This design comes from an exercise in tuning for small area on the open sky130 flow, not from production work.
In this exercise RTL edits were held to simulation tests only and were not proved equivalent to the original.
Power and IR drop assume default switching activity.

==> config.mk <==
export PLATFORM = sky130hd
export DESIGN_NAME = udma_uart
export DESIGN_NICKNAME = udma_uart
export VERILOG_FILES = /design/flow/design.v
export SDC_FILE = /design/flow/constraint.sdc
export NUM_CORES = 4
export LEC_CHECK = 0
export CAP_MARGIN = 20
export CORE_MARGIN = 2
export CORE_UTILIZATION = 55
export SLEW_MARGIN = 20
==> constraint.sdc <==
create_clock -name core_clock -period 12.0 [get_ports {clk}]
set_input_delay 2.4000 -clock core_clock [delete_from_list [all_inputs] [get_ports {clk}]]
set_output_delay 2.4000 -clock core_clock [all_outputs]
set_load 0.01 [all_outputs]
==> design.v <==
module udma_uart (
  input  wire        clk,
  input  wire        rst,
  input  wire        cg,
  input  wire        rx_in,
  output wire        tx_out,
  output reg         evt_rx,
  output reg         evt_tx,
  input  wire        reg_valid,
  input  wire        reg_write,
  input  wire [1:0]  reg_sz,
  input  wire [6:0]  reg_off,
  input  wire [31:0] reg_wdata,
  output reg  [31:0] reg_rdata,
  output reg         reg_err,
  output reg         tx_req_valid,
  output wire [31:0] tx_req_addr,
  output wire [2:0]  tx_req_n,
  input  wire        tx_rsp_valid,
  input  wire [31:0] tx_rsp_data,
  output reg         rx_req_valid,
  output wire [31:0] rx_req_addr,
  output wire [2:0]  rx_req_n,
  output wire [31:0] rx_req_data,
  input  wire        rx_rsp_valid
);
  localparam POOL = 4;
  localparam TX_IDLE   = 3'd0;
  localparam TX_START  = 3'd1;
  localparam TX_DATA   = 3'd2;
  localparam TX_PARITY = 3'd3;
  localparam TX_STOP   = 3'd4;
  localparam RX_WAIT_START = 2'd0;
  localparam RX_DATA       = 2'd1;
  localparam RX_PARITY     = 2'd2;
  localparam RX_WAIT_STOP  = 2'd3;
  function automatic [31:0] add3_32(input [31:0] a, input [2:0] b);
    reg c, bk;
    integer k;
    begin
      c = 1'b0;
      for (k = 0; k < 32; k = k + 1) begin
        bk = (k < 3) ? b[k] : 1'b0;
        add3_32[k] = a[k] ^ bk ^ c;
        c = (a[k] & bk) | (a[k] & c) | (bk & c);
      end
    end
  endfunction
  function automatic [19:0] sub3_20(input [19:0] a, input [2:0] b);
    reg w, bk;
    integer k;
    begin
      w = 1'b0;
      for (k = 0; k < 20; k = k + 1) begin
        bk = (k < 3) ? b[k] : 1'b0;
        sub3_20[k] = a[k] ^ bk ^ w;
        w = (~a[k] & bk) | (~a[k] & w) | (bk & w);
      end
    end
  endfunction
  function automatic [16:0] dec17(input [16:0] a);
    reg w;
    integer k;
    begin
      w = 1'b1;
      for (k = 0; k < 17; k = k + 1) begin
        dec17[k] = a[k] ^ w;
        w = ~a[k] & w;
      end
    end
  endfunction
  function automatic [16:0] add17(input [16:0] a, input [16:0] b, input ci);
    reg c;
    integer k;
    begin
      c = ci;
      for (k = 0; k < 17; k = k + 1) begin
        add17[k] = a[k] ^ b[k] ^ c;
        c = (a[k] & b[k]) | (a[k] & c) | (b[k] & c);
      end
    end
  endfunction
  reg [31:0] rx_saddr, tx_saddr;
  reg        rx_cont,  tx_cont;
  reg [1:0]  rx_ds,    tx_ds;
  reg        rx_en,    tx_en;
  reg [2:0]               rx_dcnt,   tx_dcnt;
  reg [POOL-2:0][31:0]    rx_pstart, tx_pstart;
  reg [POOL-2:0][19:0]    rx_ptotal, tx_ptotal;
  reg [POOL-2:0][1:0]     rx_pds,    tx_pds;
  reg [POOL-2:0]          rx_pcont,  tx_pcont;
  reg [31:0]              rx_daddr,  tx_daddr;
  reg [19:0]              rx_drem,   tx_drem;
  reg [1:0]               rx_cds,    tx_cds;
  reg                     rx_ccont,  tx_ccont;
  reg [3:0][7:0] rx_stage, tx_stage;
  reg [2:0]      rx_scnt,  tx_scnt;
  reg        rx_out_v,  tx_out_v;
  reg [2:0]  rx_out_n,  tx_out_n;
  reg        rx_out_disc, tx_out_disc;
  reg        rx_rdy_v,  tx_rdy_v;
  reg [1:0]  parity_mode;
  reg        stop2;
  reg [15:0] clkdiv;
  reg [2:0]  tx_state;
  reg [7:0]  tx_shift;
  reg [2:0]  tx_bit;
  reg        tx_stop;
  reg [15:0] tx_cnt;
  reg        tx_line;
  reg [1:0]  rx_state;
  reg [7:0]  rx_shift;    
  reg [16:0] rx_cnt;
  reg        rx_prev;
  assign tx_out      = tx_line;
  assign tx_req_addr = tx_daddr;
  assign tx_req_n    = tx_out_n;
  assign rx_req_addr = rx_daddr;
  assign rx_req_n    = rx_out_n;
  assign rx_req_data = rx_stage;
  reg [31:0] n_rx_saddr, n_tx_saddr;
  reg        n_rx_cont,  n_tx_cont;
  reg [1:0]  n_rx_ds,    n_tx_ds;
  reg        n_rx_en,    n_tx_en;
  reg [2:0]               n_rx_dcnt,   n_tx_dcnt;
  reg [POOL-2:0][31:0]    n_rx_pstart, n_tx_pstart;
  reg [POOL-2:0][19:0]    n_rx_ptotal, n_tx_ptotal;
  reg [POOL-2:0][1:0]     n_rx_pds,    n_tx_pds;
  reg [POOL-2:0]          n_rx_pcont,  n_tx_pcont;
  reg [31:0]              n_rx_daddr,  n_tx_daddr;
  reg [19:0]              n_rx_drem,   n_tx_drem;
  reg [1:0]               n_rx_cds,    n_tx_cds;
  reg                     n_rx_ccont,  n_tx_ccont;
  reg [3:0][7:0] n_rx_stage, n_tx_stage;
  reg [2:0]      n_rx_scnt,  n_tx_scnt;
  reg        n_rx_out_v,  n_tx_out_v;
  reg [2:0]  n_rx_out_n,  n_tx_out_n;
  reg        n_rx_out_disc, n_tx_out_disc;
  reg        n_rx_rdy_v,  n_tx_rdy_v;
  reg [1:0]  n_parity_mode;
  reg        n_stop2;
  reg [15:0] n_clkdiv;
  reg [2:0]  n_tx_state;
  reg [7:0]  n_tx_shift;
  reg [2:0]  n_tx_bit;
  reg        n_tx_stop;
  reg [15:0] n_tx_cnt;
  reg        n_tx_line;
  reg [1:0]  n_rx_state;
  reg [7:0]  n_rx_shift;
  reg [16:0] n_rx_cnt;
  reg        n_rx_prev;
  reg        n_evt_rx, n_evt_tx;
  reg        n_tx_req_valid, n_rx_req_valid;
  reg        acc_ok;
  reg [2:0]  unit;
  reg [2:0]  nn;
  reg        pb;
  reg        rx_last;
  reg [1:0]  tx_idx;
  reg [16:0] tx_cnt_dec, rx_cnt_dec;
  reg        tx_ld, tx_dc, rx_ld1, rx_ld, rx_dc;
  integer    i;
  always @* begin
    n_rx_saddr = rx_saddr;   n_tx_saddr = tx_saddr;
    n_rx_cont  = rx_cont;    n_tx_cont  = tx_cont;
    n_rx_ds    = rx_ds;      n_tx_ds    = tx_ds;
    n_rx_en    = rx_en;      n_tx_en    = tx_en;
    n_rx_dcnt   = rx_dcnt;   n_tx_dcnt   = tx_dcnt;
    n_rx_pstart = rx_pstart; n_tx_pstart = tx_pstart;
    n_rx_ptotal = rx_ptotal; n_tx_ptotal = tx_ptotal;
    n_rx_pds    = rx_pds;    n_tx_pds    = tx_pds;
    n_rx_pcont  = rx_pcont;  n_tx_pcont  = tx_pcont;
    n_rx_daddr  = rx_daddr;  n_tx_daddr  = tx_daddr;
    n_rx_drem   = rx_drem;   n_tx_drem   = tx_drem;
    n_rx_cds    = rx_cds;    n_tx_cds    = tx_cds;
    n_rx_ccont  = rx_ccont;  n_tx_ccont  = tx_ccont;
    n_rx_stage = rx_req_valid ? (rx_stage >> {rx_out_n, 3'b000}) : rx_stage;
    n_tx_stage = tx_stage;
    n_rx_scnt  = rx_scnt;    n_tx_scnt  = tx_scnt;
    n_rx_out_v    = rx_out_v;    n_tx_out_v    = tx_out_v;
    n_rx_out_n    = rx_out_n;    n_tx_out_n    = tx_out_n;
    n_rx_out_disc = rx_out_disc; n_tx_out_disc = tx_out_disc;
    n_rx_rdy_v    = rx_rdy_v;    n_tx_rdy_v    = tx_rdy_v;
    n_parity_mode = parity_mode;
    n_stop2       = stop2;
    n_clkdiv      = clkdiv;
    n_tx_state = tx_state;  n_tx_shift = tx_shift;  n_tx_bit = tx_bit;
    n_tx_stop  = tx_stop;   n_tx_cnt   = tx_cnt;    n_tx_line = tx_line;
    n_rx_state = rx_state;  n_rx_shift = rx_shift;
    n_rx_cnt   = rx_cnt;    n_rx_prev  = rx_prev;
    n_evt_rx = 1'b0;
    n_evt_tx = 1'b0;
    n_tx_req_valid = 1'b0;
    n_rx_req_valid = 1'b0;
    reg_rdata = 32'd0;
    reg_err   = 1'b0;
    acc_ok    = 1'b0;
    unit      = 3'd0;
    nn        = 3'd0;
    pb        = 1'b0;
    rx_last   = 1'b0;
    tx_idx    = 2'd0;
    tx_cnt_dec = dec17({1'b0, tx_cnt});
    tx_ld = 1'b0;  tx_dc = 1'b0;
    rx_ld1 = 1'b0; rx_ld = 1'b0; rx_dc = 1'b0;
    rx_cnt_dec = dec17(rx_cnt);
    if (n_rx_rdy_v) begin
      if (!n_rx_out_disc) begin
        n_rx_daddr = add3_32(rx_daddr, rx_out_n);
        n_rx_drem  = sub3_20(rx_drem, rx_out_n);
        if (rx_drem == {17'd0, rx_out_n}) begin
          n_evt_rx = 1'b1;
          n_rx_daddr = rx_pstart[0];
          n_rx_drem  = rx_ptotal[0];
          if (!rx_ccont) begin
            n_rx_cds   = rx_pds[0];
            n_rx_ccont = rx_pcont[0];
            if (!rx_pcont[0]) begin
              for (i = 0; i < POOL-2; i = i + 1) begin
                n_rx_pstart[i] = rx_pstart[i+1];
                n_rx_ptotal[i] = rx_ptotal[i+1];
                n_rx_pds[i]    = rx_pds[i+1];
                n_rx_pcont[i]  = rx_pcont[i+1];
              end
            end
            n_rx_dcnt = n_rx_dcnt - 3'd1;
            if (n_rx_dcnt == 3'd0)
              n_rx_scnt = 3'd0;           
          end
        end
      end
      n_rx_out_v = 1'b0;
      n_rx_rdy_v = 1'b0;
    end
    if (n_tx_rdy_v) begin
      if (!n_tx_out_disc) begin
        n_tx_scnt  = n_tx_out_n;
        n_tx_daddr = add3_32(tx_daddr, tx_out_n);
        n_tx_drem  = sub3_20(tx_drem, tx_out_n);
        if (tx_drem == {17'd0, tx_out_n}) begin
          n_evt_tx = 1'b1;
          n_tx_daddr = tx_pstart[0];
          n_tx_drem  = tx_ptotal[0];
          if (!tx_ccont) begin
            n_tx_cds   = tx_pds[0];
            n_tx_ccont = tx_pcont[0];
            if (!tx_pcont[0]) begin
              for (i = 0; i < POOL-2; i = i + 1) begin
                n_tx_pstart[i] = tx_pstart[i+1];
                n_tx_ptotal[i] = tx_ptotal[i+1];
                n_tx_pds[i]    = tx_pds[i+1];
                n_tx_pcont[i]  = tx_pcont[i+1];
              end
            end
            n_tx_dcnt = n_tx_dcnt - 3'd1;
          end
        end
      end
      n_tx_out_v = 1'b0;
      n_tx_rdy_v = 1'b0;
    end
    if (rx_rsp_valid) n_rx_rdy_v = 1'b1;
    if (tx_rsp_valid) begin
      n_tx_rdy_v = 1'b1;
      n_tx_stage = tx_rsp_data;
    end
    if (reg_valid) begin
      acc_ok = (reg_sz == 2'b10) && (reg_off[1:0] == 2'b00) &&
               (reg_off == 7'h00 || reg_off == 7'h04 || reg_off == 7'h08 ||
                reg_off == 7'h10 || reg_off == 7'h14 || reg_off == 7'h18 ||
                reg_off == 7'h20 || reg_off == 7'h24);
      if (acc_ok && reg_write) begin
        if ((reg_off == 7'h08 || reg_off == 7'h18) && reg_wdata[2:1] == 2'b11)
          acc_ok = 1'b0;
        if (reg_off == 7'h24 && reg_wdata[1:0] == 2'b11)
          acc_ok = 1'b0;
      end
      if (acc_ok && !reg_write) begin
        case (reg_off)
          7'h00: reg_rdata = n_rx_saddr;
          7'h04: reg_rdata = (n_rx_dcnt != 3'd0) ? {12'd0, n_rx_drem} : 32'd0;
          7'h08: reg_rdata = {26'd0, (n_rx_dcnt != 3'd0), n_rx_en, 1'b0, n_rx_ds, n_rx_cont};
          7'h10: reg_rdata = n_tx_saddr;
          7'h14: reg_rdata = (n_tx_dcnt != 3'd0) ? {12'd0, n_tx_drem} : 32'd0;
          7'h18: reg_rdata = {26'd0, (n_tx_dcnt != 3'd0), n_tx_en, 1'b0, n_tx_ds, n_tx_cont};
          7'h20: reg_rdata = {30'd0, (n_rx_state != RX_WAIT_START),
                              (n_tx_state != TX_IDLE) || (n_tx_scnt != 3'd0)};
          7'h24: reg_rdata = {n_clkdiv, 13'd0, n_stop2, n_parity_mode};
          default: reg_rdata = 32'd0;
        endcase
      end
      if (acc_ok && reg_write) begin
        case (reg_off)
          7'h00: n_rx_saddr = reg_wdata;
          7'h04: begin
            if (n_rx_en && reg_wdata[19:0] != 20'd0 && n_rx_dcnt != POOL) begin
              for (i = 0; i < POOL-1; i = i + 1) begin
                if ((n_rx_dcnt == 3'd0 && i == 0) ||
                    (n_rx_dcnt != 3'd0 && !n_rx_ccont && i[2:0] == n_rx_dcnt - 3'd1)) begin
                  n_rx_pstart[i] = n_rx_saddr;
                  n_rx_ptotal[i] = reg_wdata[19:0];
                  n_rx_pds[i]    = n_rx_ds;
                  n_rx_pcont[i]  = n_rx_cont;
                end
              end
              if (n_rx_dcnt == 3'd0) begin
                n_rx_daddr = n_rx_saddr;
                n_rx_drem  = reg_wdata[19:0];
                n_rx_cds   = n_rx_ds;
                n_rx_ccont = n_rx_cont;
              end
              n_rx_dcnt = n_rx_dcnt + 3'd1;
            end
          end
          7'h08: begin
            n_rx_cont = reg_wdata[0];
            n_rx_ds   = reg_wdata[2:1];
            n_rx_en   = reg_wdata[4];
            if (reg_wdata[6]) begin
              n_rx_dcnt = 3'd0;
              n_rx_scnt = 3'd0;
              if (n_rx_out_v) n_rx_out_disc = 1'b1;
            end
          end
          7'h10: n_tx_saddr = reg_wdata;
          7'h14: begin
            if (n_tx_en && reg_wdata[19:0] != 20'd0 && n_tx_dcnt != POOL) begin
              for (i = 0; i < POOL-1; i = i + 1) begin
                if ((n_tx_dcnt == 3'd0 && i == 0) ||
                    (n_tx_dcnt != 3'd0 && !n_tx_ccont && i[2:0] == n_tx_dcnt - 3'd1)) begin
                  n_tx_pstart[i] = n_tx_saddr;
                  n_tx_ptotal[i] = reg_wdata[19:0];
                  n_tx_pds[i]    = n_tx_ds;
                  n_tx_pcont[i]  = n_tx_cont;
                end
              end
              if (n_tx_dcnt == 3'd0) begin
                n_tx_daddr = n_tx_saddr;
                n_tx_drem  = reg_wdata[19:0];
                n_tx_cds   = n_tx_ds;
                n_tx_ccont = n_tx_cont;
              end
              n_tx_dcnt = n_tx_dcnt + 3'd1;
            end
          end
          7'h18: begin
            n_tx_cont = reg_wdata[0];
            n_tx_ds   = reg_wdata[2:1];
            n_tx_en   = reg_wdata[4];
            if (reg_wdata[6]) begin
              n_tx_dcnt = 3'd0;
              n_tx_scnt = 3'd0;
              if (n_tx_out_v) n_tx_out_disc = 1'b1;
            end
          end
          7'h24: begin
            n_parity_mode = reg_wdata[1:0];
            n_stop2       = reg_wdata[2];
            n_clkdiv      = reg_wdata[31:16];
          end
          default: ;   
        endcase
      end
      reg_err = !acc_ok;
    end
    if (cg) begin
      tx_idx = n_tx_out_n[1:0] - n_tx_scnt[1:0];
      if (n_tx_state == TX_IDLE) begin
        if (n_tx_scnt != 3'd0) begin
          n_tx_shift = n_tx_stage[tx_idx];
          n_tx_scnt  = n_tx_scnt - 3'd1;
          n_tx_state = TX_START;
          n_tx_line  = 1'b0;
          tx_ld = 1'b1;
        end
      end else if (n_tx_cnt != 16'd0) begin
        tx_dc = 1'b1;
      end else begin
        case (n_tx_state)
          TX_START: begin
            n_tx_state = TX_DATA;
            n_tx_bit   = 3'd0;
            n_tx_line  = n_tx_shift[0];
            tx_ld = 1'b1;
          end
          TX_DATA: begin
            if (n_tx_bit != 3'd7) begin
              n_tx_bit  = n_tx_bit + 3'd1;
              n_tx_line = n_tx_shift[n_tx_bit];
            end else if (n_parity_mode != 2'd0) begin
              n_tx_state = TX_PARITY;
              n_tx_line  = (n_parity_mode == 2'd1) ? ^n_tx_shift : ~^n_tx_shift;
            end else begin
              n_tx_state = TX_STOP;
              n_tx_stop  = 1'b0;
              n_tx_line  = 1'b1;
            end
            tx_ld = 1'b1;
          end
          TX_PARITY: begin
            n_tx_state = TX_STOP;
            n_tx_stop  = 1'b0;
            n_tx_line  = 1'b1;
            tx_ld = 1'b1;
          end
          TX_STOP: begin
            if (!n_tx_stop && n_stop2) begin
              n_tx_stop = 1'b1;
              n_tx_line = 1'b1;
              tx_ld = 1'b1;
            end else if (n_tx_scnt != 3'd0) begin
              n_tx_shift = n_tx_stage[tx_idx];
              n_tx_scnt  = n_tx_scnt - 3'd1;
              n_tx_state = TX_START;
              n_tx_line  = 1'b0;
              tx_ld = 1'b1;
            end else begin
              n_tx_state = TX_IDLE;
              n_tx_line  = 1'b1;
            end
          end
          default: ;
        endcase
      end
      case (n_rx_state)
        RX_WAIT_START: begin
          if (n_rx_prev && !rx_in) begin
            n_rx_state = RX_DATA;
            n_rx_shift = 8'b1000_0000;
            rx_ld1 = 1'b1;
          end
        end
        RX_DATA: begin
          if (n_rx_cnt != 17'd0) begin
            rx_dc = 1'b1;
          end else begin
            rx_last    = n_rx_shift[0];
            n_rx_shift = {rx_in, n_rx_shift[7:1]};
            rx_ld = 1'b1;
            if (!rx_last) begin
            end else if (n_parity_mode != 2'd0) begin
              n_rx_state = RX_PARITY;
            end else begin
              if (n_rx_dcnt != 3'd0 && n_rx_scnt != 3'd4) begin
                n_rx_stage[n_rx_scnt[1:0]] = n_rx_shift;
                n_rx_scnt = n_rx_scnt + 3'd1;
              end
              n_rx_state = RX_WAIT_STOP;
            end
          end
        end
        RX_PARITY: begin
          if (n_rx_cnt != 17'd0) begin
            rx_dc = 1'b1;
          end else begin
            pb = (n_parity_mode == 2'd1) ? ^n_rx_shift : ~^n_rx_shift;
            if (n_parity_mode == 2'd0 || rx_in == pb) begin
              if (n_rx_dcnt != 3'd0 && n_rx_scnt != 3'd4) begin
                n_rx_stage[n_rx_scnt[1:0]] = n_rx_shift;
                n_rx_scnt = n_rx_scnt + 3'd1;
              end
            end
            n_rx_state = RX_WAIT_STOP;
            rx_ld = 1'b1;
          end
        end
        RX_WAIT_STOP: begin
          if (n_rx_cnt != 17'd0) rx_dc = 1'b1;
          else                   n_rx_state = RX_WAIT_START;
        end
        default: ;
      endcase
      n_rx_prev = rx_in;
    end
    if (tx_ld)      n_tx_cnt = n_clkdiv;
    else if (tx_dc) n_tx_cnt = tx_cnt_dec[15:0];
    if (rx_ld1)     n_rx_cnt = add17({1'b0, n_clkdiv}, {2'b00, n_clkdiv[15:1]}, n_clkdiv[0]);
    else if (rx_ld) n_rx_cnt = {1'b0, n_clkdiv};
    else if (rx_dc) n_rx_cnt = rx_cnt_dec;
    if (n_rx_dcnt != 3'd0 && !n_rx_out_v) begin
      unit = 3'd1 << n_rx_cds;
      nn   = (n_rx_drem[19:3] == 17'd0 && n_rx_drem[2:0] < unit) ? n_rx_drem[2:0] : unit;
      if (n_rx_scnt >= nn) begin
        n_rx_out_v     = 1'b1;
        n_rx_out_n     = nn;
        n_rx_out_disc  = 1'b0;
        n_rx_req_valid = 1'b1;
        n_rx_scnt      = n_rx_scnt - nn;
      end
    end
    if (n_tx_dcnt != 3'd0 && !n_tx_out_v && n_tx_scnt == 3'd0) begin
      unit = 3'd1 << n_tx_cds;
      nn   = (n_tx_drem[19:3] == 17'd0 && n_tx_drem[2:0] < unit) ? n_tx_drem[2:0] : unit;
      n_tx_out_v     = 1'b1;
      n_tx_out_n     = nn;
      n_tx_out_disc  = 1'b0;
      n_tx_req_valid = 1'b1;
    end
    if (rst && reg_valid)
      reg_err = 1'b1;
  end
  always @(posedge clk) begin
    if (rst) begin
      rx_saddr <= 32'd0;  tx_saddr <= 32'd0;
      rx_cont  <= 1'b0;   tx_cont  <= 1'b0;
      rx_ds    <= 2'd0;   tx_ds    <= 2'd0;
      rx_en    <= 1'b0;   tx_en    <= 1'b0;
      rx_dcnt  <= 3'd0;   tx_dcnt  <= 3'd0;
      rx_scnt  <= 3'd0;   tx_scnt  <= 3'd0;
      rx_out_v <= 1'b0;   tx_out_v <= 1'b0;
      rx_rdy_v <= 1'b0;   tx_rdy_v <= 1'b0;
      parity_mode <= 2'd0;
      stop2       <= 1'b0;
      clkdiv      <= 16'd0;
      tx_state <= TX_IDLE;
      tx_line  <= 1'b1;
      rx_state <= RX_WAIT_START;
      rx_prev  <= 1'b1;
      evt_rx <= 1'b0;
      evt_tx <= 1'b0;
      tx_req_valid <= 1'b0;
      rx_req_valid <= 1'b0;
    end else begin
      rx_saddr <= n_rx_saddr;  tx_saddr <= n_tx_saddr;
      rx_cont  <= n_rx_cont;   tx_cont  <= n_tx_cont;
      rx_ds    <= n_rx_ds;     tx_ds    <= n_tx_ds;
      rx_en    <= n_rx_en;     tx_en    <= n_tx_en;
      rx_dcnt  <= n_rx_dcnt;   tx_dcnt  <= n_tx_dcnt;
      rx_scnt  <= n_rx_scnt;   tx_scnt  <= n_tx_scnt;
      rx_out_v <= n_rx_out_v;  tx_out_v <= n_tx_out_v;
      rx_rdy_v <= n_rx_rdy_v;  tx_rdy_v <= n_tx_rdy_v;
      parity_mode <= n_parity_mode;
      stop2       <= n_stop2;
      clkdiv      <= n_clkdiv;
      tx_state <= n_tx_state;
      tx_line  <= n_tx_line;
      rx_state <= n_rx_state;
      rx_prev  <= n_rx_prev;
      evt_rx <= n_evt_rx;
      evt_tx <= n_evt_tx;
      tx_req_valid <= n_tx_req_valid;
      rx_req_valid <= n_rx_req_valid;
    end
  end
  always @(posedge clk) begin
    rx_pstart <= n_rx_pstart;  tx_pstart <= n_tx_pstart;
    rx_ptotal <= n_rx_ptotal;  tx_ptotal <= n_tx_ptotal;
    rx_pds    <= n_rx_pds;     tx_pds    <= n_tx_pds;
    rx_pcont  <= n_rx_pcont;   tx_pcont  <= n_tx_pcont;
    rx_cds    <= n_rx_cds;     tx_cds    <= n_tx_cds;
    rx_ccont  <= n_rx_ccont;   tx_ccont  <= n_tx_ccont;
    rx_daddr  <= n_rx_daddr;   tx_daddr  <= n_tx_daddr;
    rx_drem   <= n_rx_drem;    tx_drem   <= n_tx_drem;
    rx_stage <= n_rx_stage;    tx_stage <= n_tx_stage;
    rx_out_n    <= n_rx_out_n;     tx_out_n    <= n_tx_out_n;
    rx_out_disc <= n_rx_out_disc;  tx_out_disc <= n_tx_out_disc;
    tx_shift <= n_tx_shift;  tx_bit <= n_tx_bit;
    tx_stop  <= n_tx_stop;   tx_cnt <= n_tx_cnt;
    rx_shift <= n_rx_shift;
    rx_cnt   <= n_rx_cnt;
  end
endmodule
==> flow/run.sh <==
#!/bin/bash
# The standard layout (standard.sh: standard synthesis, floorplan,
# placement, CTS, routing), with two changes:
#  - the port buffers are buf_1 cells instead of the flow's default cell;
#  - CTS builds the tree from clkbuf_8 cells under a clkbuf_16 root,
#    clustering up to 16 flip-flops within 60 um per leaf buffer, and adds
#    no dummy loads.
# make's full output goes to standard.log here; ORFS keeps each step's log
# under orfs/logs/.
set -euo pipefail
export BUFFER_PORTS_ARGS="-buffer_cell sky130_fd_sc_hd__buf_1"
export CTS_ARGS="-sink_clustering_enable -repair_clock_nets -dont_use_dummy_load -sink_clustering_size 16 -sink_clustering_max_diameter 60 -buf_list sky130_fd_sc_hd__clkbuf_8 -root_buf sky130_fd_sc_hd__clkbuf_16"
bash standard.sh > standard.log 2>&1
==> standard.sh <==
#!/bin/bash
# synth_recipe.tcl (not shown) runs the flow's synth.tcl, then flattens the netlist and writes it again
# the make line also repeats each setting of config.mk as NAME=value (left out here)
make -C /OpenROAD-flow-scripts/flow DESIGN_CONFIG=/design/flow/config.mk WORK_HOME=/design/flow/orfs CLKGATE_MAP_FILE= SYNTH_SCRIPT=/design/flow/synth_recipe.tcl "${@:-finish}"
==> run summary, run 1 <==
- Clk pin slew, worst setup/hold paths: 0.09 ns
- Maximum clock insertion buffer count: 3
- Layout cells sized above 1: 0.06560
- Leakage Power: 14.13 nW
- First-pass GRT wire length: 162100 µm
- ANT nets after route: 0
- Setup WS pre-CTS: 1.214 ns
- Vias: 28641
- Synth warn: 1
- Tot GR Track Use: 0.3277
- CTS buffer count: 55
- Slowest stage delay, CP: 0.76 ns
- Die area: 63610 µm²
- Worst EP arrival: 10.46 ns
- HP Start: rx_pstart[36]
- Layout Nets: 4126
- Largest net degree at the start of global routing: 111
- Max-slew violation count: 0
- Clk sink count: 683
- WS Path Type: input pin to flop
- Initial antenna violation count: 3
- Most frequent cells in the layout: 689 x nand2_1, 514 x dfxtp_1, 358 x a21oi_1
- Hold Vio Cnt, Final: 0
- Port-buffer cells: 220
- Number of setup buffers added after CTS: 0
- CP dominant cell by count: fa_1
- Critical Path Slowest Stage Cell: nor4b_1
- Worst-skew pair later-pin latency: 0.61 ns
- Share of the synthesized area in the top cell type: 0.3037
- Req. time, crit path: 12.30 ns
- Number of global-route vias before repair: 27325
- Crit. End Element: flop
- Slew at the pin closest to its max-slew limit: 1.111 ns
- Cts hold-fix bufs: 0
- Min-Delay Path Class: flop to flop
- Htree depth: 2
- Critical Path Fanout Max: 18
- Power Dens Cells: 142.7 nW/µm²
- Most common cell after layout, fill and taps aside: nand2_1
- FILL cells: 5423
- Area Overhead vs Synth: 6.373%
- Cells after synthesis: 3787
- Run status: no timing/DRC/antenna violations
- FFs w/ async S/R, synth: 0
- Peak supply drop: 0.1281 mV
- DRC Markers: 0
- Post-synth EDFFs: 169
- Area of the core: 60580 µm²
- Sequential fraction of the synthesis area: 0.4534
- WL/cell: 22.74 µm
- Relative slew slack: 0.2592
- Std-Cell Rows: 90
- Crit start category: input pin
- Worst Setup SP: reg_off[3]
- Top Ports: 221
- Skew final: 0.04797 ns
- Ant diodes: 0
- Setup TNS: 0 ns
- RePlAce Congestion: 0.9867
- Gr ovfl total: 0
- Final period util: 0.8461
- CTS tree: yes
- Synth Net Count: 4054
- Worst setup margin: 1.846 ns
- Yosys cell types: 92
- Main synth FF type: dfxtp_1
- HPWL after detailed placement: 73800 µm
- Final Setup Violations: 0
- F_max: 0.09849 GHz
- RSZ-0062 raised after global routing: no
- Synth Area per Inst: 8.948 µm²
- Tot Pwr: 0.005144 W
- Post-synthesis cell area: 33890 µm²
- CTS Root Cell: clkbuf_16
- Starting Density: 0.5593
- DRT Pass-1 Iters: 10
- Vias per inst: 6.174
- R2R Setup Slk: 3.43 ns
- Post-CTS sizing: 0
- Initial DRC Count: 3038
- Fin crit period: 10.15 ns
- FF-to-FF Start: rx_out_n[0]
- Synth area leaders: dfxtp_1 30%, edfxtp_1 15%, nand2_1 7.7%
- Synth area leader: dfxtp_1
- Final WL: 105500 µm
- Number of max-cap violations: 0
- Flops & latches, synth: 683
- Chip width: 252.2 µm
- Die Span Y: 252.2 µm
## metrics by stage
step / instance area [µm²] / util / instances / hold slack, ns
floorplan: 33890 / - / 3787 / 0.4444
global placement: 35220 / 0.5814 / 4584 / 0.4532
detailed placement: 35220 / 0.5814 / 4584 / 0.4588
CTS: 36030 / 0.5948 / 4639 / 0.4765
global route: 36050 / 0.5950 / 4639 / 0.4952
finish: 36050 / 0.5950 / 4639 / 0.4727
## state kept, by name (all words and copies together) (netlist names), 6 cells and up
register,count
rx_pstart,96
tx_pstart,96
rx_ptotal,60
tx_ptotal,60
rx_daddr,32
rx_saddr,32
rx_stage,32
tx_daddr,32
tx_saddr,32
tx_stage,32
rx_drem,20
tx_drem,20
rx_cnt,17
clkdiv,16
tx_cnt,16
rx_shift,8
tx_shift,8
rx_pds,6
tx_pds,6
## synth_stat cells (31+ instances only)
library cell,n
a21oi_1,359
a222oi_1,43
a31oi_1,88
buf_2,31
clkbuf_1,215
dfxtp_1,514
edfxtp_1,169
ha_1,164
inv_1,146
mux2_2,72
mux2i_1,222
nand2_1,691
nand3_1,42
nor2_1,315
nor3_1,36
o21ai_0,231
## worst max-delay path: cells and delay by family
family                   cells  cell delay (ns)
AO/OA/AOI/OAI                2             0.63
multiplexers                 1             0.45
adder cells (fa/ha/maj)     15             5.41
AND/OR/NAND/NOR              3             0.93
buffers and inverters        5             0.61
## final cells by class
type	count	area, µm²	area share
inverters	147	551.8	0.01531
clock buffers	55	813.3	0.02256
well taps	782	978.4	0.02714
flip-flops and latches	683	15360	0.4263
repair buffers	289	1351	0.03749
multi-input cells	2683	16990	0.4712
## worst paths after layout
| kind | to | cells after the start |
|---|---|---|
| worst min-delay path | rx_pstart[36] | 2 |
| worst max register to register | rx_scnt[0] | 37 |
| worst min register to register | rx_pstart[36] | 2 |
| worst max-delay path | rx_cnt[15] | 26 |
## per-layer routing
layer  vias up  wire length, µm  GRT usage
met1     13861            45930     0.4529
met3       185             7895    0.04274
met4         2             3634     0.1063
met2      1125            48020     0.5342
met5         -               14          0
li1      13468                -          -
## where the power goes
| part | switching (W) | internal, W |
|---|---|---|
| logic | 0.000712 | 0.000462 |
| registers | 0.000189 | 0.00258 |
| clock network | 0.000752 | 0.000451 |
| total | 0.00165 | 0.00349 |
## logic make-up (layout without fill, tap and decap cells)
kind of cell,after synthesis,in the layout,synth area share
buffers and inverters,421,491,0.04848
AO/OA/AOI/OAI,918,918,0.1646
AND/OR/NAND/NOR,1249,1249,0.1566
flip-flops,683,683,0.4534
XOR/XNOR,25,25,0.006462
multiplexers,304,304,0.09659
adder cells (fa/ha/maj),187,187,0.07385
==> run 2, diff against run 1 <==
==> flow/run.sh (replaced) <==
#!/bin/bash
# The standard layout (standard.sh: standard synthesis, floorplan,
# placement, CTS, routing), with two changes:
#  - the port buffers are buf_1 cells instead of the flow's default cell;
#  - CTS clusters up to 20 flip-flops within 80 um per leaf buffer and adds
#    no dummy loads.
# make's full output goes to standard.log here; ORFS keeps each step's log
# under orfs/logs/.
set -euo pipefail
export BUFFER_PORTS_ARGS="-buffer_cell sky130_fd_sc_hd__buf_1"
export CTS_ARGS="-sink_clustering_enable -repair_clock_nets -dont_use_dummy_load -sink_clustering_size 20 -sink_clustering_max_diameter 80"
bash standard.sh > standard.log 2>&1
==> run 2 against run 1 <==
Compared with the run above:
- sequential share of layout area decreased by 0.28 points
- largest power group unchanged
- design area increased by 0.66%
- combinational power hardly changed
- still clean on timing, DRC and antenna
- non-clock buffer count is the same
- register-to-register slack worse by 0.02 ns
- largest cell class unchanged
- synthesized cell count stayed put
- highest routed layer unchanged
- critical path depth stayed put
- clock power increased by 16%
==> run summary, run 2 <==
- Cells after synthesis: 3787
- Leakage Power: 14.23 nW
- Largest registers: rx_pstart (96), tx_pstart (96)
- Number of global-route vias before repair: 27311
- Synth warn: 1
- Die area: 63610 µm²
- Setup TNS: 0 ns
- Main synth FF type: dfxtp_1
- Final period util: 0.8501
- Initial antenna violation count: 4
- Fin crit period: 10.20 ns
- Share of the synthesized area in the top cell type: 0.3037
- Cts hold-fix bufs: 0
- Post-synthesis cell area: 33890 µm²
- DRC Markers: 0
- Top Ports: 221
- Number of setup buffers added after CTS: 0
- Layout cells sized above 1: 0.06243
- Critical Path Fanout Max: 18
- Port-buffer cells: 220
- Worst-skew pair later-pin latency: 0.60 ns
- Req. time, crit path: 12.29 ns
- Post-CTS sizing: 0
- CTS tree: yes
- WHS Endpoint: rx_pstart[36]
- Most frequent cells in the layout: 689 x nand2_1, 514 x dfxtp_1, 358 x a21oi_1
- Slew at the pin closest to its max-slew limit: 1.123 ns
- Power Dens Cells: 146.9 nW/µm²
- Post-layout util: 0.5989
- R2R Setup Slk: 3.41 ns
- Initial DRC Count: 2900
- Number of max-cap violations: 0
- Vias per inst: 6.188
- Crit start category: input pin
- Layout Nets: 4113
- Register area: 15360 µm²
- CTS Root Cell: clkbuf_16
- Clk pin slew, worst setup/hold paths: 0.07 ns
- Most common cell in the netlist: nand2_1
- Worst EP arrival: 10.49 ns
- Std-Cell Rows: 90
- Sequential fraction of the synthesis area: 0.4534
- Post-synth EDFFs: 169
- Synth area leaders: dfxtp_1 30%, edfxtp_1 15%, nand2_1 7.7%
- First-pass GRT wire length: 161900 µm
- RePlAce Congestion: 0.9867
- Max-slew violation count: 0
- F_max: 0.09803 GHz
- Most common cell after layout, fill and taps aside: nand2_1
- HP Start: rx_pstart[36]
- Area of the core: 60580 µm²
- Synth Net Count: 4054
- Min-Delay Path Class: flop to flop
- Area Overhead vs Synth: 7.074%
- Synth area leader: dfxtp_1
- Synth top cells by count: 691 x nand2_1, 514 x dfxtp_1, 359 x a21oi_1, 315 x nor2_1, 231 x o21ai_0
- FILL cells: 5392
- Peak supply drop: 0.1325 mV
- Vias: 28627
- ANT nets after route: 0
- DRT Pass-1 Iters: 9
- Largest net degree at the start of global routing: 111
- Skew final: 0.03275 ns
- Tot GR Track Use: 0.3272
- Flops & latches, synth: 683
- CTS buffer count: 42
- Run status: no timing/DRC/antenna violations
- Final Setup Violations: 0
- FF-to-FF Start: rx_out_n[0]
- Multi-input gate area: 16990 µm²
- Hold depth: 2
- Worst Reg-to-Reg Cells: 37
- Clk sink count: 683
- Yosys cell types: 92
- Htree depth: 2
- RSZ-0062 raised after global routing: no
- Crit. End Element: flop
- WS Path Type: input pin to flop
- Die Span Y: 252.2 µm
- Hold Vio Cnt, Final: 0
- Ant diodes: 0
- Chip width: 252.2 µm
- Final WL: 105300 µm
- Maximum clock insertion buffer count: 3
- Relative slew slack: 0.2510
- Synth Area per Inst: 8.948 µm²
- WL/cell: 22.77 µm
- Starting Density: 0.5593
- HPWL after detailed placement: 73800 µm
- Gr ovfl total: 0
- FFs w/ async S/R, synth: 0
- Crit Reg-Reg Endpoint: rx_scnt[0]
==> run 2: cell type report <==
| class | count | area share |
|---|---|---|
| multi-input cells | 2683 | 0.4682 |
| well taps | 782 | 0.02697 |
| flip-flops and latches | 683 | 0.4235 |
| clock buffers | 42 | 0.02897 |
| repair buffers | 289 | 0.03724 |
| inverters | 147 | 0.01521 |
==> run 2: metal layers <==
metal / wire length (µm) / vias to the layer above / part of all wire / global-route usage
li1: - / 13457 / - / -
met1: 45420 / 13845 / 0.43 / 0.4553
met2: 48630 / 1136 / 0.46 / 0.5325
met3: 7773 / 187 / 0.074 / 0.04068
met4: 3488 / 2 / 0.033 / 0.1038
met5: 16 / - / 0.00015 / 0
==> run 2: kinds of logic after synthesis <==
group                      after synthesis  synth area share
and+or+nand+nor                       1249            0.1566
xor gates and xnor gates                25          0.006462
buffers and inverters                  421           0.04848
AOI/OAI and AO/OA                      918            0.1646
muxes                                  304           0.09659
DFF                                    683            0.4534
adders and majority gates              187           0.07385
==> run 2: stage by stage <==
step / setup slack (ns) / std cells / power, W / hold WS, ns / area, µm²
CTS: 1.852 / 4626 / 0.005342 / 0.4744 / 36270
global placement: 1.416 / 4584 / 0.003944 / 0.4532 / 35220
global route: 1.378 / 4626 / 0.005598 / 0.4922 / 36280
floorplan: 2.056 / 3787 / 0.003551 / 0.4444 / 33890
finish: 1.799 / 4626 / 0.005329 / 0.4725 / 36280
detailed placement: 1.214 / 4584 / 0.003979 / 0.4588 / 35220
==> run 2: report_power, final <==
| part | switching [W] | leakage, nW | total (W) | internal, W |
|---|---|---|---|---|
| sequential | 0.000188 | 5.93 | 0.00277 | 0.00258 |
| combinational | 0.000710 | 7.78 | 0.00117 | 0.000462 |
| clock | 0.000767 | 0.518 | 0.00139 | 0.000624 |
==> run 2: critical path, cell delays in order <==
cell and delay (ns):
buf_1 0.20, nor4b_1 0.79, a41o_1 0.57, nor2_2 0.07, buf_4 0.23, mux2i_1 0.45, maj3_1 0.24, inv_1 0.05
fa_1 0.41, inv_1 0.08, fa_1 0.16, inv_1 0.05, fa_1 0.37, fa_1 0.41, fa_1 0.40, fa_1 0.39
fa_1 0.38, fa_1 0.38, fa_1 0.40, fa_1 0.40, fa_1 0.40, fa_1 0.41, fa_1 0.38, ha_1 0.28
nor2_1 0.10, a21oi_1 0.06
==> run 2: worst max path at each step <==
| stage | cells after the start | startpoint | to | slack (ns) |
|---|---|---|---|---|
| after floorplan | 26 | reg_off[3] | rx_cnt[15] | 2.06 |
| after global placement | 26 | reg_off[1] | rx_cnt[15] | 1.42 |
| after detailed placement | 26 | reg_off[3] | rx_cnt[15] | 1.21 |
| after CTS | 26 | reg_off[3] | rx_cnt[15] | 1.85 |
| after global routing | 26 | reg_off[3] | rx_cnt[15] | 1.38 |
| final | 26 | reg_off[3] | rx_cnt[15] | 1.80 |
==> run 3, diff against run 2 <==
--- a/design.v
+++ b/design.v
@@ -97,2 +97,3 @@
   reg [2:0]      rx_scnt,  tx_scnt;
+  reg [1:0]      rx_rd;               
   reg        rx_out_v,  tx_out_v;
@@ -119,3 +120,7 @@
   assign rx_req_n    = rx_out_n;
-  assign rx_req_data = rx_stage;
+  wire [1:0] rx_rd1 = rx_rd + 2'd1;
+  wire [1:0] rx_rd2 = rx_rd + 2'd2;
+  wire [1:0] rx_rd3 = rx_rd + 2'd3;
+  assign rx_req_data = {rx_stage[rx_rd3], rx_stage[rx_rd2],
+                        rx_stage[rx_rd1], rx_stage[rx_rd]};
   reg [31:0] n_rx_saddr, n_tx_saddr;
@@ -135,2 +140,3 @@
   reg [2:0]      n_rx_scnt,  n_tx_scnt;
+  reg [1:0]      n_rx_rd;
   reg        n_rx_out_v,  n_tx_out_v;
@@ -160,2 +166,3 @@
   reg [1:0]  tx_idx;
+  reg [1:0]  rx_wr;
   reg [16:0] tx_cnt_dec, rx_cnt_dec;
@@ -177,3 +184,4 @@
     n_rx_ccont  = rx_ccont;  n_tx_ccont  = tx_ccont;
-    n_rx_stage = rx_req_valid ? (rx_stage >> {rx_out_n, 3'b000}) : rx_stage;
+    n_rx_stage = rx_stage;
+    n_rx_rd    = rx_req_valid ? rx_rd + rx_out_n[1:0] : rx_rd;
     n_tx_stage = tx_stage;
@@ -203,2 +211,3 @@
     tx_idx    = 2'd0;
+    rx_wr     = 2'd0;
     tx_cnt_dec = dec17({1'b0, tx_cnt});
@@ -425,2 +434,3 @@
       end
+      rx_wr = n_rx_rd + n_rx_scnt[1:0];    
       case (n_rx_state)
@@ -445,3 +455,3 @@
               if (n_rx_dcnt != 3'd0 && n_rx_scnt != 3'd4) begin
-                n_rx_stage[n_rx_scnt[1:0]] = n_rx_shift;
+                n_rx_stage[rx_wr] = n_rx_shift;
                 n_rx_scnt = n_rx_scnt + 3'd1;
@@ -459,3 +469,3 @@
               if (n_rx_dcnt != 3'd0 && n_rx_scnt != 3'd4) begin
-                n_rx_stage[n_rx_scnt[1:0]] = n_rx_shift;
+                n_rx_stage[rx_wr] = n_rx_shift;
                 n_rx_scnt = n_rx_scnt + 3'd1;
@@ -504,2 +514,3 @@
     if (rst) begin
+      rx_rd    <= 2'd0;
       rx_saddr <= 32'd0;  tx_saddr <= 32'd0;
@@ -524,2 +535,3 @@
     end else begin
+      rx_rd    <= n_rx_rd;
       rx_saddr <= n_rx_saddr;  tx_saddr <= n_tx_saddr;
==> flow/run.sh (replaced) <==
#!/bin/bash
# The standard layout (standard.sh: standard synthesis, floorplan,
# placement, CTS, routing), with two changes:
#  - the port buffers are buf_1 cells instead of the flow's default cell;
#  - CTS builds the tree from clkbuf_8 cells under a clkbuf_16 root,
#    clustering up to 16 flip-flops within 60 um per leaf buffer, and adds
#    no dummy loads.
# make's full output goes to standard.log here; ORFS keeps each step's log
# under orfs/logs/.
set -euo pipefail
export BUFFER_PORTS_ARGS="-buffer_cell sky130_fd_sc_hd__buf_1"
export CTS_ARGS="-sink_clustering_enable -repair_clock_nets -dont_use_dummy_load -sink_clustering_size 16 -sink_clustering_max_diameter 60 -buf_list sky130_fd_sc_hd__clkbuf_8 -root_buf sky130_fd_sc_hd__clkbuf_16"
bash standard.sh > standard.log 2>&1
==> run 3 against run 2 <==
Compared with the run above:
- synthesized area up 0.43%
- critical endpoint unchanged
- largest cell class unchanged
- first-iteration DRC count decreased by 25%
- critical path type unchanged
- design area shrank 0.19%
- still clean
- setup slack better by 0.13 ns
- synthesized cell count is 5.1% lower
==> run summary, run 3 <==
- RSZ-0062 raised after global routing: no
- Vias per inst: 5.997
- Starting Density: 0.5535
- CP Depth: 27
- Sequential fraction of the synthesis area: 0.4621
- Area Overhead vs Synth: 6.412%
- HPWL after detailed placement: 68290 µm
- RePlAce Congestion: 0.8911
- Port-buffer cells: 220
- Crit. End Element: flop
- Number of setup buffers added after CTS: 0
- Synth area leader: dfxtp_1
- Setup TNS: 0 ns
- DRC Markers: 0
- Hold Vio Cnt, Final: 0
- Slew at the pin closest to its max-slew limit: 1.111 ns
- Chip width: 252.8 µm
- Clk pin slew, worst setup/hold paths: 0.11 ns
- Setup crit end: rx_cnt[15]
- WS Path Type: input pin to flop
- Tot Pwr: 0.005050 W
- Crit start category: input pin
- Synth Area per Inst: 9.469 µm²
- Layout cells sized above 1: 0.06574
- Multi-input gate area: 16810 µm²
- Vias: 26812
- Post-layout util: 0.5890
- Cell family with most CP delay: adder cells
- Yosys cell types: 84
- CTS buffer count: 54
- Most frequent cells in the layout: 571 x nand2_1, 483 x dfxtp_1, 360 x nor2_1
- Met1 Use GR: 0.3870
- Initial DRC Count: 2167
- Die Span Y: 252.8 µm
- Initial antenna violation count: 2
- Tot GR Track Use: 0.3074
- DRT Pass-1 Iters: 8
- Worst Setup SP: reg_off[2]
- Crit Reg-Reg Endpoint: rx_scnt[2]
- R2R Setup Slk: 3.82 ns
- Worst EP arrival: 10.41 ns
- Cells after synthesis: 3594
- Critical Path Slowest Stage Cell: or4b_2
- Req. time, crit path: 12.34 ns
- Power Dens Cells: 139.5 nW/µm²
- Min-Delay Path Class: flop to flop
- Gr ovfl total: 0
- WL/cell: 22.19 µm
- Largest net degree at the start of global routing: 95
- Layout Nets: 3955
- FF-to-FF Start: rx_out_n[0]
- Share of the synthesized area in the top cell type: 0.2847
- Critical Path Fanout Max: 21
- Final Non-Filler Cells: 4471
- Fin crit period: 10.07 ns
- Most common cell in the netlist: nand2_1
- FFs w/ async S/R, synth: 0
- Die area: 63880 µm²
- ANT nets after route: 0
- Worst Reg-to-Reg Cells: 26
- Ant diodes: 0
- Area of the core: 61480 µm²
- Register area: 15730 µm²
- Met2 usage: 0.5175
- Number of global-route vias before repair: 26249
- F_max: 0.09930 GHz
- Synth area leaders: dfxtp_1 28%, edfxtp_1 18%, mux2i_1 8.5%
- Cts hold-fix bufs: 0
- Maximum clock insertion buffer count: 3
- Final Setup Violations: 0
- Relative slew slack: 0.2594
- First-pass GRT wire length: 151700 µm
- Post-synth EDFFs: 201
- Flops & latches, synth: 685
- Run status: no timing/DRC/antenna violations
- Std-Cell Rows: 91
- Synth warn: 1
- CTS Root Cell: clkbuf_16
- Final WL: 99200 µm
- Top Ports: 221
- Buf/Inv on CP: 6
- Main synth FF type: dfxtp_1
- Synth top cells by count: 573 x nand2_1, 484 x dfxtp_1, 364 x nor2_1, 296 x a21oi_1, 290 x mux2i_1
- Slowest stage delay, CP: 0.66 ns
- Leakage Power: 13.82 nW
- CTS tree: yes
- Clk sink count: 685
- Gr busiest metal: met2
- Number of max-cap violations: 0
- Post-synthesis cell area: 34030 µm²
- FILL cells: 5543
- Skew final: 0.05664 ns
- Post-CTS sizing: 0
- Final Hold Slack: 0.4720 ns
- Final period util: 0.8392
- Most common cell after layout, fill and taps aside: nand2_1
- Placed Instances: 4417
- Max-slew violation count: 0
- CP dominant cell by count: fa_1
- Synth Net Count: 3866
- Peak supply drop: 0.1101 mV
- Htree depth: 2
- Largest registers: rx_pstart (96), tx_pstart (96)
- Worst-skew pair later-pin latency: 0.61 ns
- Global-route track usage on met3: 0.06704
## run 3: worst min path at each step
stage | start | end | slack (ns) | depth (start not counted)
finish | tx_line | tx_line | 0.47 | 1
global route | tx_stage[19] | tx_stage[19] | 0.49 | 1
CTS | tx_stage[18] | tx_stage[18] | 0.47 | 1
detailed placement | tx_line | tx_line | 0.45 | 1
global placement | tx_line | tx_line | 0.45 | 1
floorplan | tx_stage[24] | tx_stage[24] | 0.44 | 1
## run 3: layout make-up
cell class,count,area share
repair buffers,278,0.03503
flip-flops and latches,685,0.4343
multi-input cells,2499,0.4642
well taps,790,0.02729
clock buffers,54,0.02208
inverters,165,0.01710
## run 3: where the power goes
group | internal [W] | switching (W) | total, W
Clock | 0.000444 | 0.000749 | 0.00119
Sequential | 0.00259 | 0.000170 | 0.00276
Combinational | 0.000434 | 0.000665 | 0.00110
Total | 0.00347 | 0.00158 | 0.00505
## run 3: logic make-up after synthesis
logic type | after synthesis | synth area share
AO/OA/AOI/OAI | 667 | 0.1204
XOR/XNOR | 30 | 0.008125
adder cells (fa/ha/maj) | 192 | 0.07537
buffers and inverters | 410 | 0.04662
flip-flops | 685 | 0.4621
multiplexers | 377 | 0.1286
AND/OR/NAND/NOR | 1233 | 0.1588
## run 3: through the flow
stage	cell area (µm²)	setup slack [ns]
2_1_floorplan	34030	2.372
3_3_place_gp	35390	1.483
3_5_place_dp	35410	1.377
4_1_cts	36210	2.005
5_1_grt	36210	1.616
6_report	36210	1.929
## run 3: worst register-to-register path: stages, from the launching register on
cell and delay, ns:
edfxtp_1 0.51, ha_1 0.40, nor4b_1 0.30, nand3_1 0.41, nor2_1 0.51, nand2_1 0.24
o21ai_0 0.53, inv_1 0.14, ha_1 0.26, ha_1 0.23, nand2b_1 0.22, a211oi_4 0.29
and3_2 0.23, buf_4 0.55, o21ai_0 0.29, nand2b_1 0.26, ha_1 0.34, a211o_1 0.27
nor4_2 0.16, nand3_2 0.21, mux2_1 0.37, ha_1 0.31, nor2b_1 0.12, o21ai_0 0.08
nor2_1 0.43, inv_1 0.22, a41oi_2 0.23
## run 3: layer usage
| layer | share of wire | vias to the layer above |
|---|---|---|
| met5 | 0.00021 | - |
| met4 | 0.037 | 4 |
| met3 | 0.071 | 190 |
| met2 | 0.48 | 792 |
| met1 | 0.41 | 13050 |
| li1 | - | 12776 |

-- port drivers added, routing unchanged --
How much do the figures lean on ideal ports? The routed layouts below were timed once more, with nothing changed but the port constraints. Step 1 sets driving cells, clkbuf_16 on the clock port and buf_2 on the other inputs (assumed; they add their load-dependent delay and slew). Step 2 also shifts input and output timing later by t, the mid clock arrival at the registers, as if the neighbouring blocks saw the same clock. Slacks: no drivers / after step 1 / after step 2; pairs: no drivers / after step 1.
run | t, ns | setup slack, ns | worst setup path at the end | worst register clock-pin slew, ns
run 1 | 0.653 | 1.846 / 1.896 / 1.243 | input to register | 0.11 / 0.11
run 2 | 0.653 | 1.799 / 1.846 / 1.194 | input to register | 0.09 / 0.09
run 3 | 0.647 | 1.929 / 1.972 / 1.324 | input to register | 0.11 / 0.11
After both steps every run listed still meets setup and hold.
